What follows belongs to an exercise in optimizing a design on an open flow for small area, a short achievable clock period and few clock cycles; a production flow would make more cautious choices.
In this exercise RTL edits were held to simulation tests only and were not proved equivalent to the original.

## the reference run
==> flow/design.v (excerpt) <==
module scrb_line (
    input  wire        clk,
    input  wire        rst,         
    input  wire        cmd_valid,
    output wire        cmd_ready,
    input  wire [15:0] cmd_x1,      
    input  wire [15:0] cmd_y1,      
    input  wire [15:0] cmd_x2,      
    input  wire [15:0] cmd_y2,      
    input  wire [7:0]  cmd_width,   
    input  wire [10:0] cmd_w,       
    input  wire [10:0] cmd_h,       
    output wire        px_valid,
    input  wire        px_ready,
    output wire [9:0]  px_x,
    output wire [9:0]  px_y,
    output wire        done
);
Size in the first run: ~4200 cells after synthesis, roughly 650 flip-flops, about 120 I/O pins, ~39000 um2 of cells after synthesis.
make LEC_CHECK=0 CAP_MARGIN=20 CORE_MARGIN=2 CORE_UTILIZATION=40 PLACE_DENSITY=0.6 SETUP_SLACK_MARGIN=5 SLEW_MARGIN=20 finish   # period 11.0 ns
run.sh (not shown) runs the stock make flow with config.mk's settings and CLKGATE_MAP_FILE= SYNTH_SCRIPT=/design/flow/synth_recipe.tcl, a recipe that flattens the netlist after the stock synthesis.
Testbench counts of the reference run, summed over its fixed seeds: cycles 396,579.
diff inputs: the reference run => the trial run
-- flow/design.v --
<<< the reference run, line 173
    wire v1    = i_lo && !(hole ? rb_hl[11] : rb_hi[11]);
    wire v2    = hole && i_hh && !rb_hi[11];
    wire fire     = e_v && px_ready;
    wire seg_over = !e_v || (fire && (e_x == e_end));
    wire take_rb  = seg_over && !e2_v && rb_v;
    wire all_empty = !wact && !pa_pv && !pa_eor && !pb_pv && !pb_eor && !pe_pv && !pe_eor && !pc_eor &&
                     !rb_v && !e_v && !e2_v;
    reg  emp_r;                     
    reg  cr, dn;                    
    wire fin = dn;
>>> the trial run, line 173
    wire v1    = i_lo && !(hole ? rb_hl[11] : rb_hi[11]);
    wire v2    = hole && i_hh && !rb_hi[11];
    wire e_last = (e_x == e_end);
    wire ov_a   = !e_v || e_last;          
    wire ov_b   = !e_v;
    wire [9:0] ld_x   = e2_v ? e2_s : (v1 ? s1s : s2s);
    wire [9:0] ld_end = e2_v ? e2_e : (v1 ? s1e : s2e);
    wire       ld_v   = e2_v || (rb_v && (v1 || v2));
    wire       ld_v2  = !e2_v && rb_v && v1 && v2;
    wire       tk     = !e2_v && rb_v;     
    wire [9:0] ey_inc = e_first ? e_y : e_y + {{9{!sy}}, 1'b1};
    wire [9:0] ex_a   = ov_a ? ld_x : e_x + 10'd1;
    wire [9:0] ex_b   = ov_b ? ld_x : e_x;
    wire [9:0] een_a  = ov_a ? ld_end : e_end;
    wire [9:0] een_b  = ov_b ? ld_end : e_end;
    wire       ev_a   = ov_a ? ld_v : e_v;
    wire       ev_b   = ov_b ? ld_v : e_v;
    wire       ev2_a  = ov_a ? ld_v2 : e2_v;
    wire       ev2_b  = ov_b ? ld_v2 : e2_v;
    wire       tk_a   = ov_a && tk;
    wire       tk_b   = ov_b && tk;
    wire       take_rb = px_ready ? tk_a : tk_b;
    reg  cr, dn;                    
    wire fin = dn;
<<< the reference run, line 184
    wire setup_n = (cmd_valid && cr) || (setup && !last_step);
    wire run_n   = last_step || (run && !fin);
    wire emp_n   = all_empty && !last_step;
    assign cmd_ready = cr;
    assign done      = fin;
>>> the trial run, line 198
    wire setup_n = (cmd_valid && cr) || (setup && !last_step);
    wire run_n   = last_step || (run && !fin);
    wire emp_n   = !wact && !pa_pv && !pa_eor && !pb_pv && !pb_eor && !pe_pv && !pe_eor &&
                   !pc_eor && !rb_v && !e2_v && (!e_v || (px_ready && e_last)) && !last_step;
    assign cmd_ready = cr;
    assign done      = fin;
<<< the reference run, line 312
        ac_hl <= (pc_eor || rst) ? -12'sd2048 : n_hl;
        ac_hh <= (pc_eor || rst) ?  12'sd2047 : n_hh;
        if (seg_over) begin
            if (e2_v) begin
                e_x   <= e2_s;
                e_end <= e2_e;
            end else begin
                e_x   <= v1 ? s1s : s2s;
                e_end <= v1 ? s1e : s2e;
                e2_s  <= s2s;
                e2_e  <= s2e;
            end
        end else if (fire) begin
            e_x <= e_x + 10'd1;
        end
        emp_r <= emp_n;
        if (take_rb) begin
            e_first <= 1'b0;
            if (!e_first) e_y <= e_y + {{9{!sy}}, 1'b1};
        end
        if (rst) begin
>>> the trial run, line 327
        ac_hl <= (pc_eor || rst) ? -12'sd2048 : n_hl;
        ac_hh <= (pc_eor || rst) ?  12'sd2047 : n_hh;
        e_x   <= px_ready ? ex_a : ex_b;
        e_end <= px_ready ? een_a : een_b;
        if (take_rb) begin
            e2_s    <= s2s;
            e2_e    <= s2e;
            e_first <= 1'b0;
            e_y     <= ey_inc;
        end
        if (rst) begin
<<< the reference run, line 368
            if (pc_eor) rb_v <= 1'b1;
            else if (take_rb) rb_v <= 1'b0;
            if (seg_over) begin
                if (e2_v) begin
                    e_v  <= 1'b1;
                    e2_v <= 1'b0;
                end else begin
                    e_v  <= rb_v && (v1 || v2);
                    e2_v <= rb_v && v1 && v2;
                end
            end
        end
    end
>>> the trial run, line 373
            if (pc_eor) rb_v <= 1'b1;
            else if (take_rb) rb_v <= 1'b0;
            e_v  <= px_ready ? ev_a : ev_b;
            e2_v <= px_ready ? ev2_a : ev2_b;
        end
    end
Findings:
Between the reference run and the trial run, the difference in non-clock buffer share of cell area is negligible.
The wire length of the reference run and that of the trial run are within noise of each other.
Looking at y dimension of the die, the trial run sits 1.1% above the reference run.
In the trial run relative to the reference run, amount of wire on met2 after detailed routing had gone up slightly.
Die outline area: higher on the trial run
Testbench counts of the trial run, summed over its fixed seeds: cycles 395,644.

==> re-timing with driven ports <==
In the flow no input, the clock included, has a driving cell. The finished layouts below were timed again as built, in two steps.
Step 1 sets driving cells, clkbuf_16 on the clock port and buf_2 on the other inputs (assumed; they add their load-dependent delay and slew).
Step 2 adds t to the input delays and takes it off the output delays; t is the mean of the earliest and latest rising clock arrival at the registers after step 1. Input paths then give back, and output paths get back, about the clock's delay inside the block.
a / b / c = ideal / step 1 / step 2; a / b = the first two.
run | t (ns) | setup slack, ns | hold slack, ns | pins driven straight from the clock port
the reference run | 0.700 | 6.309 / 6.309 / 5.698 | 0.311 / 0.311 / 0.311 | 1
the trial run | 0.702 | 6.420 / 6.461 / 5.759 | 0.320 / 0.320 / 0.320 | 1
After both steps setup and hold are still met in every run listed. The setup slack of the trial run, which loses most, moves by +0.041 ns with the drivers and by -0.661 ns with both steps.
